This design comes from an exercise in tuning for a short achievable clock period and few clock cycles on the open sky130 flow, not from production work.
Only simulation tests tie the RTL to the original design; equivalence was not proved.
Power figures rest on the tool's default switching activity, not on a simulated workload.

$ cat flow/config.mk
export PLATFORM = sky130hd
export DESIGN_NAME = lhce_parse
export DESIGN_NICKNAME = lhce_parse
export VERILOG_FILES = /design/flow/design.v
export SDC_FILE = /design/flow/constraint.sdc
export NUM_CORES = 4
export LEC_CHECK = 0
export ABC_CLOCK_PERIOD_IN_PS = 2500
export CAP_MARGIN = 20
export CORE_MARGIN = 2
export CORE_UTILIZATION = 40
export PLACE_DENSITY = 0.6
export SETUP_SLACK_MARGIN = 4.5
export SLEW_MARGIN = 20
export TNS_END_PERCENT = 100
$ cat flow/constraint.sdc
create_clock -name core_clock -period 7.0 [get_ports {clk}]
set_input_delay 1.4000 -clock core_clock [delete_from_list [all_inputs] [get_ports {clk}]]
set_output_delay 1.4000 -clock core_clock [all_outputs]
set_load 0.01 [all_outputs]
$ cat flow/design.v
module lhce_parse (
    input  wire        clk,
    input  wire        rst,           
    input  wire        start,
    input  wire [3:0]  op,
    input  wire [15:0] src_addr,
    input  wire [15:0] src_len,
    input  wire [31:0] ph_src,
    input  wire [31:0] ph_dst,
    output wire        busy,
    output reg         done,
    output wire        mem_rd,
    output wire [9:0]  mem_addr,
    input  wire [31:0] mem_rdata,
    output reg  [3:0]  err_code,
    output reg  [3:0]  err_sub,
    output reg  [31:0] r_csum,
    output reg  [31:0] r_csum_field,
    output reg  [31:0] r_ip_len,
    output reg  [31:0] r_ip_misc,
    output reg  [31:0] r_ip_src,
    output reg  [31:0] r_ip_dst,
    output reg  [31:0] r_ip_hdr,
    output reg  [31:0] r_ip_chk,
    output reg  [31:0] r_tcp_ports,
    output reg  [31:0] r_tcp_seq,
    output reg  [31:0] r_tcp_ack,
    output reg  [31:0] r_tcp_ctl,
    output reg  [31:0] r_tcp_csum,
    output reg  [31:0] r_tcp_hdr,
    output reg  [31:0] r_pay,
    output reg  [31:0] r_out
);
    localparam [3:0] E_NOT_IPV4  = 4'd1;
    localparam [3:0] E_INV_IP    = 4'd2;
    localparam [3:0] E_INV_TCP   = 4'd3;
    localparam [3:0] E_BAD_RANGE = 4'd6;
    localparam [3:0] E_ILLEGAL   = 4'd7;
    reg        busy_r;
    reg        is_cip, is_ctcp, is_ipp, is_tcpp, is_frm;
    reg [15:0] c_a;
    reg [15:0] c_n;
    reg [31:0] c_phs;
    reg [31:0] c_phd;
    assign busy    = busy_r;
    assign mem_rd  = busy_r;
    reg  [9:0] maddr;
    assign mem_addr = maddr;
    reg  [4:0]  cyc;       
    reg  [11:0] kin;       
    wire        vin = (cyc >= 5'd2);
    wire [1:0]  r    = c_a[1:0];
    wire        rodd = c_a[0];
    reg [31:0] hw0, hw1, hw2, hw3, hw4, hw5, hw6;
    reg [31:0] tr0, tr1, tr2, tr3, tr4, tr5;
    wire [223:0] hwflat = {hw6, hw5, hw4, hw3, hw2, hw1, hw0};
    wire [191:0] trflat = {tr5, tr4, tr3, tr2, tr1, tr0};
    wire [223:0] ah = hwflat >> {r, 3'b000};
    wire [191:0] tb = trflat >> {r, 3'b000};
    wire [159:0] ipb = is_frm ? ah[191:32] : ah[159:0];
    wire [7:0]  ip_b0   = ipb[7:0];
    wire [3:0]  ip_ver  = ip_b0[7:4];
    wire [7:0]  ip_hl   = {2'b00, ip_b0[3:0], 2'b00};
    wire [15:0] ip_tl   = {ipb[23:16], ipb[31:24]};
    wire [7:0]  ip_ttl  = ipb[71:64];
    wire [7:0]  ip_proto= ipb[79:72];
    wire [15:0] ip_hcs  = {ipb[87:80], ipb[95:88]};
    wire [31:0] ip_src  = {ipb[103:96], ipb[111:104], ipb[119:112], ipb[127:120]};
    wire [31:0] ip_dst  = {ipb[135:128], ipb[143:136], ipb[151:144], ipb[159:152]};
    wire [15:0] eth     = {ah[23:16], ah[31:24]};
    wire [15:0] fld_ip  = {ah[87:80], ah[95:88]};        
    wire [15:0] fld_tcp = {ah[135:128], ah[143:136]};    
    wire [15:0] t_sport = {tb[7:0], tb[15:8]};
    wire [15:0] t_dport = {tb[23:16], tb[31:24]};
    wire [31:0] t_seq   = {tb[39:32], tb[47:40], tb[55:48], tb[63:56]};
    wire [31:0] t_ack   = {tb[71:64], tb[79:72], tb[87:80], tb[95:88]};
    wire [7:0]  t_doff  = {2'b00, tb[103:100], 2'b00};
    wire [5:0]  t_flags = tb[109:104];
    wire [15:0] t_win   = {tb[119:112], tb[127:120]};
    wire [15:0] t_cs    = {tb[135:128], tb[143:136]};
    wire [15:0] t_urg   = {tb[151:144], tb[159:152]};
    wire [7:0]  hl_c    = (ip_hl < 8'd20) ? 8'd20 : ip_hl;
    reg [17:0] ipS, ipE, ipK;        
    reg [17:0] tS, tE, tK;           
    reg [15:0] kend;                 
    reg [3:0]  kmin;                 
    reg [11:0] tsw;                  
    wire [17:0] ipS_n = {16'd0, r} + (is_frm ? 18'd4 : 18'd0);
    wire [17:0] ipE_n = is_cip ? ({16'd0, r} + {2'b00, c_n}) :
                        (is_ipp | is_frm) ? (ipS_n + {10'd0, hl_c}) : 18'd0;
    wire [17:0] tS_n  = is_frm ? (ipS_n + {10'd0, hl_c}) : {16'd0, r};
    wire [17:0] tE_n  = is_frm ? ({16'd0, r} + 18'd4 + {2'b00, ip_tl}) :
                        (is_ctcp | is_tcpp) ? ({16'd0, r} + {2'b00, c_n}) : 18'd0;
    reg  [17:0] eoff;
    always @(*) begin
        if (is_cip)       eoff = (c_n == 16'd0) ? 18'd1 : {2'b00, c_n};
        else if (is_ctcp) eoff = (c_n < 16'd18) ? 18'd18 : {2'b00, c_n};
        else if (is_tcpp) eoff = {2'b00, c_n};
        else if (is_ipp)  eoff = {10'd0, hl_c};
        else              eoff = 18'd4 + {2'b00, ip_tl};
    end
    wire [17:0] elast = {16'd0, r} + eoff - 18'd1;
    always @(posedge clk) begin
        ipS  <= ipS_n;
        ipE  <= ipE_n;
        ipK  <= ipS_n + 18'd10;
        tS   <= tS_n;
        tE   <= tE_n;
        tK   <= tS_n + 18'd16;
        kend <= elast[17:2];
        kmin <= is_frm ? 4'd5 : is_ipp ? 4'd4 : 4'd0;
        tsw  <= {2'b00, tS_n[11:2]};
    end
    reg [3:0] m_ip, m_tc, m_ih, m_il;
    integer l;
    reg [17:0] p;
    always @(*) begin
        for (l = 0; l < 4; l = l + 1) begin
            p = {4'd0, kin, l[1:0]};
            m_ip[l] = vin && (p >= ipS) && (p < ipE) && (p != ipK) && (p != ipK + 18'd1);
            m_tc[l] = vin && (p >= tS) && (p < tE) && (p != tK) && (p != tK + 18'd1);
            m_ih[l] = vin && (p == tK);
            m_il[l] = vin && (p == tK + 18'd1);
        end
    end
    wire m_last = vin && ({4'd0, kin} == kend) && (kin >= {8'd0, kmin});
    reg [31:0] R;
    reg [3:0]  R_ip, R_tc, R_ih, R_il;
    reg        R_last;
    reg [6:0]  R_hwe;
    reg [5:0]  R_tre;
    reg        Fv;
    wire [31:0] ps_src = is_frm ? ip_src : c_phs;
    wire [31:0] ps_dst = is_frm ? ip_dst : c_phd;
    wire [15:0] ps_len = is_frm ? (ip_tl - {8'd0, ip_hl}) : c_n;
    reg  [17:0] pa, pb;
    reg  [18:0] psum;
    reg  [15:0] pf;
    wire [16:0] pfold1 = {1'b0, psum[15:0]} + {14'd0, psum[18:16]};
    always @(posedge clk) begin
        pa   <= {2'b00, ps_src[31:16]} + {2'b00, ps_src[15:0]} + {2'b00, ps_dst[31:16]};
        pb   <= {2'b00, ps_dst[15:0]} + {2'b00, ps_len} + 18'd6;
        psum <= {1'b0, pa} + {1'b0, pb};
        pf   <= pfold1[15:0] + {15'd0, pfold1[16]};
    end
    wire [7:0] rb0 = R[7:0];
    wire [7:0] rb1 = R[15:8];
    wire [7:0] rb2 = R[23:16];
    wire [7:0] rb3 = R[31:24];
    function [7:0] tsel;
        input       m, ih, il;
        input [7:0] b;
        input [15:0] p;
        tsel = m ? b : ih ? p[15:8] : il ? p[7:0] : 8'd0;
    endfunction
    wire [15:0] xi01 = {(R_ip[0] ? rb0 : 8'd0), (R_ip[1] ? rb1 : 8'd0)};
    wire [15:0] xi23 = {(R_ip[2] ? rb2 : 8'd0), (R_ip[3] ? rb3 : 8'd0)};
    wire [15:0] xt01 = {tsel(R_tc[0], R_ih[0], R_il[0], rb0, pf),
                        tsel(R_tc[1], R_ih[1], R_il[1], rb1, pf)};
    wire [15:0] xt23 = {tsel(R_tc[2], R_ih[2], R_il[2], rb2, pf),
                        tsel(R_tc[3], R_ih[3], R_il[3], rb3, pf)};
    reg [15:0] acc_ip, acc_tc;
    reg        cy_ip, cy_tc;
    wire [15:0] si_s = acc_ip ^ xi01 ^ xi23;
    wire [15:0] si_c = (acc_ip & xi01) | (acc_ip & xi23) | (xi01 & xi23);
    wire [16:0] si_n = {1'b0, si_s} + {1'b0, si_c[14:0], si_c[15]} + {16'd0, cy_ip};
    wire [15:0] st_s = acc_tc ^ xt01 ^ xt23;
    wire [15:0] st_c = (acc_tc & xt01) | (acc_tc & xt23) | (xt01 & xt23);
    wire [16:0] st_n = {1'b0, st_s} + {1'b0, st_c[14:0], st_c[15]} + {16'd0, cy_tc};
    reg        hc_fail;
    reg [3:0]  hc_code, hc_sub;
    wire [15:0] np = is_frm ? (c_n - 16'd4) : c_n;
    always @(posedge clk) begin
        hc_fail <= 1'b1;
        hc_code <= E_INV_IP;
        hc_sub  <= 4'd0;
        if (is_frm && eth != 16'h0800)               begin hc_code <= E_NOT_IPV4; hc_sub <= 4'd1; end
        else if (is_frm && np < 16'd20)              hc_sub <= 4'd1;
        else if (ip_hl < 8'd20)                      hc_sub <= 4'd2;
        else if (ip_proto != 8'd6)                   hc_sub <= 4'd3;
        else if (ip_ver != 4'd4)                     hc_sub <= 4'd4;
        else if ({8'd0, ip_hl} > ip_tl)              hc_sub <= 4'd5;
        else if ({8'd0, ip_hl} > np)                 hc_sub <= 4'd6;
        else if (is_frm && ip_tl > np)               hc_sub <= 4'd7;
        else if (is_frm && (ip_tl - {8'd0, ip_hl}) < 16'd20) begin hc_code <= E_INV_TCP; hc_sub <= 4'd1; end
        else                                         hc_fail <= 1'b0;
    end
    reg [15:0] d_seg;       
    reg [15:0] d_ipa;       
    reg [15:0] d_L;         
    reg [15:0] d_tca;       
    reg [15:0] d_tl4;       
    reg        d_doff_bad;
    reg [31:0] d_pay;
    reg        d_pres;
    wire [15:0] tca_n = is_frm ? (c_a + 16'd4 + {8'd0, ip_hl}) : c_a;
    wire [15:0] L_n   = is_frm ? (ip_tl - {8'd0, ip_hl}) : c_n;
    always @(posedge clk) begin
        d_seg      <= ip_tl - {8'd0, ip_hl};
        d_ipa      <= is_frm ? (c_a + 16'd4) : c_a;
        d_L        <= L_n;
        d_tca      <= tca_n;
        d_tl4      <= ip_tl + 16'd4;
        d_doff_bad <= (t_doff < 8'd20) || ({8'd0, t_doff} > L_n);
        d_pay      <= {L_n - {8'd0, t_doff}, tca_n + {8'd0, t_doff}};
        d_pres     <= is_cip ? (c_n >= 16'd12) : (c_n >= 16'd18);
    end
    function [15:0] calc;
        input [15:0] acc;
        input        cy;
        input        sw;
        reg   [15:0] f;
        begin
            f = (acc == 16'hFFFF && cy) ? 16'h0001 : acc + {15'd0, cy};
            calc = ~(sw ? {f[7:0], f[15:8]} : f);
        end
    endfunction
    wire [15:0] calc_ip = calc(acc_ip, cy_ip, rodd);
    wire [15:0] calc_tc = calc(acc_tc, cy_tc, rodd);
    wire        tc_ok   = (calc_tc == t_cs) && !d_doff_bad;
    wire [16:0] rend   = {1'b0, c_a} + {1'b0, c_n};
    wire        legal  = is_cip | is_ctcp | is_ipp | is_tcpp | is_frm;
    reg         e1;
    reg [3:0]   e1_code, e1_sub;
    always @(*) begin
        e1 = 1'b1; e1_code = 4'd0; e1_sub = 4'd1;
        if (!legal)                        e1_code = E_ILLEGAL;
        else if (rend > 17'd4096)          e1_code = E_BAD_RANGE;
        else if (is_ipp && c_n < 16'd20)   e1_code = E_INV_IP;
        else if (is_tcpp && c_n < 16'd20)  e1_code = E_INV_TCP;
        else if (is_frm && c_n < 16'd4)    begin e1_code = E_NOT_IPV4; e1_sub = 4'd2; end
        else                               e1 = 1'b0;
    end
    wire fin_e1 = (cyc == 5'd1) && e1;
    wire fin_hc = (cyc == 5'd9) && is_frm && hc_fail;
    wire fin    = fin_e1 | fin_hc | Fv;
    always @(posedge clk) begin
        if (!busy_r) begin
            is_cip  <= (op == 4'h1);
            is_ctcp <= (op == 4'h2);
            is_ipp  <= (op == 4'h3);
            is_tcpp <= (op == 4'h4);
            is_frm  <= (op == 4'h7);
            c_a     <= src_addr;
            c_n     <= src_len;
            c_phs   <= ph_src;
            c_phd   <= ph_dst;
            maddr   <= src_addr[11:2];
            cyc     <= 5'd1;
            kin     <= 12'hFFF;
            acc_ip  <= 16'd0;
            acc_tc  <= 16'd0;
            cy_ip   <= 1'b0;
            cy_tc   <= 1'b0;
            R_ip    <= 4'd0;
            R_tc    <= 4'd0;
            R_ih    <= 4'd0;
            R_il    <= 4'd0;
            R_last  <= 1'b0;
            R_hwe   <= 7'd0;
            R_tre   <= 6'd0;
            Fv      <= 1'b0;
        end else begin
            maddr   <= maddr + 10'd1;
            if (cyc != 5'd31) cyc <= cyc + 5'd1;
            kin     <= kin + 12'd1;
            R       <= mem_rdata;
            R_ip    <= m_ip;
            R_tc    <= m_tc;
            R_ih    <= m_ih;
            R_il    <= m_il;
            R_last  <= m_last;
            R_hwe   <= {7{vin}} & {kin == 12'd6, kin == 12'd5, kin == 12'd4, kin == 12'd3,
                                   kin == 12'd2, kin == 12'd1, kin == 12'd0};
            R_tre   <= {6{vin}} & {kin == tsw + 12'd5, kin == tsw + 12'd4, kin == tsw + 12'd3,
                                   kin == tsw + 12'd2, kin == tsw + 12'd1, kin == tsw};
            acc_ip  <= si_n[15:0];
            cy_ip   <= si_n[16];
            acc_tc  <= st_n[15:0];
            cy_tc   <= st_n[16];
            if (R_hwe[0]) hw0 <= R;
            if (R_hwe[1]) hw1 <= R;
            if (R_hwe[2]) hw2 <= R;
            if (R_hwe[3]) hw3 <= R;
            if (R_hwe[4]) hw4 <= R;
            if (R_hwe[5]) hw5 <= R;
            if (R_hwe[6]) hw6 <= R;
            if (R_tre[0]) tr0 <= R;
            if (R_tre[1]) tr1 <= R;
            if (R_tre[2]) tr2 <= R;
            if (R_tre[3]) tr3 <= R;
            if (R_tre[4]) tr4 <= R;
            if (R_tre[5]) tr5 <= R;
            Fv      <= R_last;
        end
    end
    always @(posedge clk) begin
        if (rst) begin
            busy_r       <= 1'b0;
            done         <= 1'b0;
            err_code     <= 4'd0;
            err_sub      <= 4'd0;
            r_csum       <= 32'd0;
            r_csum_field <= 32'd0;
            r_ip_len     <= 32'd0;
            r_ip_misc    <= 32'd0;
            r_ip_src     <= 32'd0;
            r_ip_dst     <= 32'd0;
            r_ip_hdr     <= 32'd0;
            r_ip_chk     <= 32'd0;
            r_tcp_ports  <= 32'd0;
            r_tcp_seq    <= 32'd0;
            r_tcp_ack    <= 32'd0;
            r_tcp_ctl    <= 32'd0;
            r_tcp_csum   <= 32'd0;
            r_tcp_hdr    <= 32'd0;
            r_pay        <= 32'd0;
            r_out        <= 32'd0;
        end else begin
            done <= 1'b0;
            if (!busy_r) begin
                if (start) busy_r <= 1'b1;
            end else if (fin) begin
                busy_r <= 1'b0;
                done   <= 1'b1;
                if (fin_e1) begin
                    err_code <= e1_code;
                    err_sub  <= e1_sub;
                end else if ((is_ipp | is_frm) && hc_fail) begin
                    err_code <= hc_code;
                    err_sub  <= hc_sub;
                end else if (is_cip | is_ctcp) begin
                    err_code <= 4'd0;
                    err_sub  <= 4'd0;
                    if (is_cip) begin
                        r_csum       <= {14'd0, d_pres && (calc_ip == fld_ip), d_pres, calc_ip};
                        r_csum_field <= d_pres ? {16'd0, fld_ip} : 32'd0;
                    end else begin
                        r_csum       <= {14'd0, d_pres && (calc_tc == fld_tcp), d_pres, calc_tc};
                        r_csum_field <= d_pres ? {16'd0, fld_tcp} : 32'd0;
                    end
                end else if ((is_tcpp | is_frm) && calc_tc != t_cs) begin
                    err_code <= E_INV_TCP;
                    err_sub  <= 4'd2;
                end else if ((is_tcpp | is_frm) && d_doff_bad) begin
                    err_code <= E_INV_TCP;
                    err_sub  <= 4'd3;
                end else begin
                    err_code <= 4'd0;
                    err_sub  <= 4'd0;
                    if (is_ipp | is_frm) begin
                        r_ip_len  <= {4'd0, ip_ver, ip_hl, ip_tl};
                        r_ip_misc <= {ip_hcs, ip_proto, ip_ttl};
                        r_ip_src  <= ip_src;
                        r_ip_dst  <= ip_dst;
                        r_ip_hdr  <= {d_seg, d_ipa};
                        r_ip_chk  <= {15'd0, (calc_ip == ip_hcs), calc_ip};
                    end
                    if (is_tcpp | is_frm) begin
                        r_tcp_ports <= {t_sport, t_dport};
                        r_tcp_seq   <= t_seq;
                        r_tcp_ack   <= t_ack;
                        r_tcp_ctl   <= {t_win, t_doff, 2'b00, t_flags};
                        r_tcp_csum  <= {t_urg, t_cs};
                        r_tcp_hdr   <= {d_L, d_tca};
                    end
                    if (is_frm) begin
                        r_pay <= d_pay;
                        r_out <= {d_tl4, c_a};
                    end
                end
            end
        end
    end
endmodule
$ cat flow/run.sh
#!/bin/bash
# synth_recipe.tcl (not shown) runs the flow's synth.tcl, then flattens the netlist and writes it again
# the make line also repeats each setting of config.mk as NAME=value (left out here)
make -C /OpenROAD-flow-scripts/flow DESIGN_CONFIG=/design/flow/config.mk WORK_HOME=/design/flow/orfs CLKGATE_MAP_FILE= SYNTH_SCRIPT=/design/flow/synth_recipe.tcl finish
==> summary.txt, run 1 <==
Layout
  • Layout cells sized above 1: 0.4200
  • FF+latch area: 33140 um2
  • Fin nets: ~8400
  • Multi-input gate area: 40480 um2
  • # fillers: roughly 14000
  • Synth-to-Final Area Change: 44.07%

Clock tree
  • Worst-case clock buffer depth: 3
  • Clk pin slew, worst setup/hold paths: 0.06 ns
  • CTS root buffer: clkbuf_16
  • Num CTS Buffers: 149
  • Clk sink count: ~1300
  • Number of hold buffers added after cts: 0
  • CTS tree: yes
  • Clock H-tree levels: 4
  • Clk latency of the worst-skew pair: roughly 0.83 ns

Floorplan
  • I/O pin cnt: approximately 670
  • Starting density of the core: 0.4023
  • CORE AREA: 173800 um2
  • Placement Rows: about 150
  • Die Wd: 422.1 um
  • Die area: about 180000 um2
  • Die H: around 420 um

Flow run
  • Max-cap violations: 0

Global route
  • First-pass GRT wire length: 449300 um
  • GR Util met2: 0.5367
  • Via count of the first global-routing pass: just over 60000
  • Largest net degree at the start of global routing: between 150 and 200
  • GR peak layer: met2
  • Tot GR Track Use: 0.3452
  • Initial antenna violation count: 15
  • Met3 Track Usage GR: 0.07113
  • Total gr overflow: 0
  • GR Util met1: 0.4366

Critical path
  • Crit path DAT: just under 6 ns
  • Critical path endpoint category: flip-flop
  • CP max FO: 8
  • Launch point of the worst path: c_a[0]
  • Setup crit end: r_ip_chk[6]
  • WS Path Type: reg -> reg
  • Startpoint Class: flip-flop
  • R2r startpoint: c_a[0]
  • WP data required: around 7.7 ns
  • Reg2reg end: r_ip_chk[6]
  • FF-to-FF path depth: 24
  • Worst reg-to-reg setup slack: approximately 1.9 ns

STA
  • Tmin final: a little over 5 ns
  • Period utilisation layout: 0.7304
  • Max-slew headroom: 0.03451
  • Final setup viols: 0
  • Final Hold Viols: 0
  • Setup TNS: 0 ns
  • Maximum clock rate: 195.6 MHz
  • Unrepaired setup endpoints after global routing: yes
  • Tightest Pin Transition: ~1.4 ns
  • Setup slack after layout: ~1.9 ns
  • Max Slew Vio Count: 0
  • Clock skew: around 0.038 ns

Yosys
  • Synth Cell Area: around 70000 um2
  • Synth Register Bits: 1335
  • Synth cell types: 97
  • Number of flops mapped to enable cells by yosys: around 530
  • Synth warn: 1
  • Ys async rst share: 0
  • Synth Instances: just under 7000
  • Post-synth top flop: dfxtp_1
  • Syn Area/Cell: 10.34 um2
  • Register area share after synthesis: 0.4585

Power and ir drop
  • VDD IR max: between 0.0002 and 0.0003 V
  • Power density over the cells: ~260 nW/um2
  • LEAKAGE: about 0.037 uW

Detailed routing
  • Post-DRT Antenna Nets: 0
  • Total Wirelength: 331000 um
  • Iter 0 DRT Violations: 8225
  • WL per Instance: about 32 um
  • DRT Pass-1 Iters: 8
  • Total number of vias: 65740
  • Drc violations: 0
  • Vias/cell: roughly 6.3

Run status
  • Status: complete, no violations

Worst hold path
  • Hold Path Class: reg -> reg
  • WHS Path Cells: 1

Place
  • Setup WS pre-CTS: 1.033 ns
  • HPWL Detailed: around 200000 um
  • GP Congestion: 0.9953
  • Port bufs: 606
==> where the power goes <==
part	switching, uW	total (uW)	leakage (uW)	internal [uW]
clock network	3520	8130	0.00244	4610
logic	4870	8500	0.0232	3630
registers	483	9140	0.0118	8660
total	8880	25800	0.0375	16900
==> Yosys cell counts, drive strengths merged, types with 221 or more instances <==
master	instances	area share
a21oi	629	0.045
buf	275	0.024
clkbuf	305	0.016
dfxtp	802	0.23
edfxtp	533	0.23
ha	235	0.042
inv	255	0.014
nand2	427	0.023
nand4	294	0.026
nor2	378	0.020
o21ai	309	0.022
o31ai	249	0.027
xnor2	221	0.028
==> what timing repair did <==
item	4_1_cts	5_1_grt
setup buffers	462	220
endpoints found under the setup margin	1464	1224
gates resized for setup	3976	645
pin swaps	394	455
gates cloned	87	26
==> layer usage <==
metal / wire, um / vias up
li1: - / 27550
met1: 121900 / 32490
met2: 147200 / 4554
met3: 33610 / 1141
met4: 28240 / 4
met5: 28 / -
==> through the flow <==
stage	total power [uW]	utilization	std cells	hold WS, ns	instance area, um2
6_report	25780	0.5796	10410	0.4342	100700
5_1_grt	26560	0.5795	10400	0.4460	100700
4_1_cts	24870	0.5489	10150	0.4334	95410
3_5_place_dp	15360	0.4530	9326	0.4199	78750
3_3_place_gp	15320	0.4530	9326	0.4225	78750
2_1_floorplan	13290	-	6822	0.4119	71540
==> how the worst min path moves through the flow <==
stage          startpoint  to  slack (ns)
2_1_floorplan      R_last  Fv        0.41
3_3_place_gp       R_last  Fv        0.42
3_5_place_dp       R_last  Fv        0.42
4_1_cts            R_last  Fv        0.43
5_1_grt            R_last  Fv        0.45
6_report           R_last  Fv        0.43
==> worst max-delay path, cell delays in order, from the launching register on <==
cell,delay (ns)
edfxtp_1,0.38
buf_6,0.16
buf_6,0.13
buf_16,0.13
buf_8,0.13
ha_4,0.15
fa_2,0.33
buf_6,0.13
a21o_1,0.16
a221o_2,0.41
buf_4,0.16
a2111oi_4,0.30
nor3_2,0.12
xor2_1,0.26
o31ai_4,0.11
buf_6,0.14
and3_4,0.17
buf_6,0.12
buf_6,0.11
o211ai_4,0.35
nor2_4,0.06
buf_12,0.17
buf_16,0.19
buf_16,0.16
a211oi_4,0.38
==> layout make-up <==
type | instances | share of cell area
multi-input cells | 4653 | 0.4018
flip-flops and latches | 1335 | 0.3290
clock inverters | 58 | 0.006297
repair buffers | 1551 | 0.1802
inverters | 257 | 0.01053
clock buffers | 220 | 0.04311
diodes | 6 | 0.0001490
well taps | 2325 | 0.02887
==> kinds of logic after synthesis <==
family / after synthesis / synth area share
AND/OR/NAND/NOR: 1740 / 0.1251
AO/OA/AOI/OAI: 1735 / 0.1578
flip-flops: 1335 / 0.4585
buffers and inverters: 837 / 0.05384
multiplexers: 461 / 0.1002
XOR/XNOR: 353 / 0.04421
adder cells (fa/ha/maj): 299 / 0.06023
other: 1 / 0.00005363
==> placed cells by master, fill, tap and decap left out, drive strengths merged, types with 19 or more instances in the layout <==
cell,count
edfxtp,533
a311oi,55
o211ai,51
xor2,132
nand2b,28
o22ai,23
mux2,78
o21ai,309
nor2b,55
a41o,19
nand4,294
dfxtp,802
inv,264
a21o,44
nor4,41
nor3,109
a211oi,133
clkdlybuf4s50,133
nand3,169
a31oi,23
nor2,378
mux2i,201
conb,62
o21a,29
a21boi,30
a21oi,629
or2,23
clkinv,38
buf,1378
ha,235
fa,63
nand2,427
clkbuf,242
xnor2,221
o31ai,249
a22oi,23
and2,78
and3,43
mux4,182
Testbench counts, summed over its fixed seeds: cycles 39,732.
==> inputs of run 2 (changes only) <==
--- a/flow/config.mk
+++ b/flow/config.mk
@@ -6,10 +6,7 @@
 export NUM_CORES = 4
 export LEC_CHECK = 0
-export ABC_CLOCK_PERIOD_IN_PS = 2500
 export CAP_MARGIN = 20
 export CORE_MARGIN = 2
 export CORE_UTILIZATION = 40
 export PLACE_DENSITY = 0.6
-export SETUP_SLACK_MARGIN = 4.5
 export SLEW_MARGIN = 20
-export TNS_END_PERCENT = 100
==> summary.txt, run 2 <==
Place
  • Inst Count DP: about 9400
  • Port bufs: approximately 610
  • GP Congestion: between 1 and 1.5
  • HPWL Detailed: 225200 um
  • Placed inst area: 78230 um2

Yosys
  • Synth Register Bits: around 1300
  • Synth warn: 1
  • Synth cell types: 97
  • Syn Area/Cell: a little over 10 um2
  • Number of flops mapped to enable cells by yosys: roughly 530
  • Post-synth top cells: dfxtp_1 (802), a21oi_1 (629), edfxtp_1 (533)
  • Ys async rst share: 0
  • Synth Cell Area: 69930 um2
  • Top cell type by total area after synthesis: dfxtp_1
  • Post-synth top flop: dfxtp_1
  • Yosys top cell area share: 0.2296
  • Top cells by area, synth: dfxtp_1 (23%), edfxtp_1 (23%), mux4_2 (5.9%)
  • Top-count cell post-synth: dfxtp_1
  • Synth Instances: a little under 7000
  • Register area share after synthesis: 0.4585

Clock tree
  • Post-CTS Resized: 0
  • Clk sink count: around 1300
  • Number of hold buffers added after cts: 0
  • Post CTS Setup Buffer Count: 0
  • Worst-case clock buffer depth: 3
  • Clk latency of the worst-skew pair: ~0.84 ns
  • Clk pin slew, worst setup/hold paths: roughly 0.060 ns
  • Clock H-tree levels: 4
  • CTS tree: yes
  • CTS root buffer: clkbuf_16
  • Num CTS Buffers: roughly 150

STA
  • Final Hold Viols: 0
  • Final setup viols: 0
  • Tmin final: 6.523 ns
  • Setup TNS: 0 ns
  • Maximum clock rate: ~150 MHz
  • Hold slack final: 0.4404 ns
  • Max-slew headroom: 0.1359
  • Tightest Pin Transition: between 1 and 1.5 ns
  • Clock skew: between 0.04 and 0.05 ns
  • Unrepaired setup endpoints after global routing: no
  • Max Slew Vio Count: 0
  • Period utilisation layout: 0.9319

Critical path
  • CP max FO: 15
  • FF-to-FF path depth: 20
  • Worst Path Buf+Inv: 2
  • Worst reg-to-reg setup slack: roughly 0.48 ns
  • Critical path endpoint category: flip-flop
  • WS Path Type: reg -> reg
  • Cell mode on critical path: ha_1
  • CP Cell Sequence: mux4_2 > nand2_1 > o21ai_0 > inv_1 > ha_1 > inv_1 > fa_1 > a21o_1 > a21oi_1 > o21ai_0 > or4_1 > nor2_1 > xnor2_1 > a21oi_1 > ha_1 > ha_1 > o311a_1 > o21a_1 > o21a_1 > o311ai_0
  • Crit path DAT: 7.23 ns
  • Critical Path Slowest Stage Cell: edfxtp_1
  • R2r startpoint: c_a[0]
  • WP data required: just under 8 ns
  • CP delay by family, top: compound AO/OA/AOI/OAI gates
  • CP max stage delay: between 0.9 and 1 ns
  • Startpoint Class: flip-flop
  • Reg2reg end: pb[16]

Floorplan
  • Die Wd: ~420 um
  • Die area: between 150000 and 200000 um2
  • Die H: ~420 um
  • I/O pin cnt: roughly 670
  • CORE AREA: around 170000 um2
  • Starting density of the core: 0.4023
  • Placement Rows: roughly 150

Layout
  • Design area: 83420 um2
  • Synth-to-Final Area Change: 19.28%
  • Most common cell after layout, fill and taps aside: dfxtp_1
  • Non-Filler Instances: ~9700
  • Layout cells sized above 1: 0.1085
  • Post-layout util: 0.4799
  • Fin nets: roughly 7600
  • Most frequent cells in the layout: dfxtp_1 (801), a21oi_1 (627), clkdlybuf4s50_1 (605)

Global route
  • Tot GR Track Use: 0.3284
  • Initial antenna violation count: 21
  • Via count of the first global-routing pass: between 50000 and 60000
  • First-pass GRT wire length: 423000 um
  • Largest net degree at the start of global routing: ~130
  • Total gr overflow: 0

Detailed routing
  • Post-DRT Antenna Nets: 0
  • Total Wirelength: 302000 um
  • Vias/cell: 6.128
  • WL per Instance: roughly 31 um
  • Iter 0 DRT Violations: about 6600
  • DRT Pass-1 Iters: 6
  • Total number of vias: approximately 59000
  • Drc violations: 0

Power and ir drop
  • Clock share of power: 0.351
  • Power density over the cells: 283.0 nW/um2
  • Combinational Power Share: 0.253
  • VDD IR max: around 0.00023 V
  • NetSw: 7911 uW
  • LEAKAGE: approximately 0.030 uW
  • Switching Fraction: 0.3352
  • Seq pwr share: 0.396
  • P_int: 15690 uW

Worst hold path
  • WHS Path Cells: 1
  • Hold Path Class: reg -> reg
  • WHS Endpoint: Fv
  • Worst Hold Launch: R_last

Run status
  • Status: complete, no violations

Flow run
  • Max-cap violations: 0
==> run 2: cell counts after synthesis <==
Identical to the previous run, type by type.
==> run 2: logic make-up after synthesis <==
kind of cell | count (synthesis) | share of synthesized area
AO/OA/AOI/OAI | 1735 | 0.1578
XOR/XNOR | 353 | 0.04421
adder cells (fa/ha/maj) | 299 | 0.06023
buffers and inverters | 837 | 0.05384
flip-flops | 1335 | 0.4585
multiplexers | 461 | 0.1002
other | 1 | 0.00005363
AND/OR/NAND/NOR | 1740 | 0.1251
==> run 2: metrics by stage <==
step	worst slack, ns	total power (uW)
finish	0.4769	23600
CTS	0.4601	23610
global placement	0.6594	15290
global route	0.09102	24490
floorplan	0.7326	13010
detailed placement	0.4933	15320
==> run 2: per-layer routing <==
| metal | track usage | share of wire |
|---|---|---|
| met4 | 0.2089 | 0.074 |
| met5 | 0 | 0.00020 |
| met1 | 0.4215 | 0.39 |
| met3 | 0.07066 | 0.090 |
| met2 | 0.5023 | 0.44 |
==> run 2: power groups by stage <==
stage          Combinational, uW  Sequential [uW]  Clock, uW
2_1_floorplan               3870             9140          0
3_3_place_gp                5790             9500          0
3_5_place_dp                5820             9490          0
4_1_cts                     5870             9340       8400
5_1_grt                     6410             9390       8690
6_report                    5960             9350       8290
==> run 2: final cells by class <==
cell class | instances | area [um2]
tap | 2325 | 2909
timing repair buffer | 809 | 7861
antenna | 4 | 10.01
fill | 16160 | 90410
multi-input combinational | 4650 | 34450
inverter | 257 | 973.4
clock inverter | 80 | 908.4
sequential | 1335 | 32060
clock buffer | 204 | 4243
==> run 2: worst max path at each step <==
stage | startpoint | endpoint | slack (ns) | cells past startpoint
4_1_cts | c_a[0] | pb[16] | 0.46 | 19
3_5_place_dp | c_a[0] | pb[16] | 0.49 | 19
2_1_floorplan | c_a[1] | pb[15] | 0.73 | 25
6_report | c_a[0] | pb[16] | 0.48 | 20
3_3_place_gp | c_a[0] | pb[16] | 0.66 | 20
5_1_grt | c_a[0] | pb[16] | 0.09 | 19

[re-timing with driven ports]
In the flow no input, the clock included, has a driving cell. The finished layouts below were timed again as built, in two steps.
Step 1 sets driving cells, clkbuf_16 on the clock port and buf_2 on the other inputs (assumed; they add their load-dependent delay and slew).
Step 2 moves the port delays by t, midway between the first and last clock arrival at a register: inputs arrive t later, outputs are due t later. That takes back most of the time a late clock gives input paths.
Slacks: no drivers / after step 1 / after step 2; pairs: no drivers / after step 1.
run	t (ns)	slack for setup (ns)	hold WS [ns]	worst register clock-pin slew, ns	pins driven straight from the clock port
run 1	0.896	1.887 / 1.887 / 1.887	0.434 / 0.434 / 0.434	0.07 / 0.07	1
run 2	0.907	0.477 / 0.477 / 0.477	0.440 / 0.440 / 0.440	0.07 / 0.07	1
After both steps every run listed still meets setup and hold.
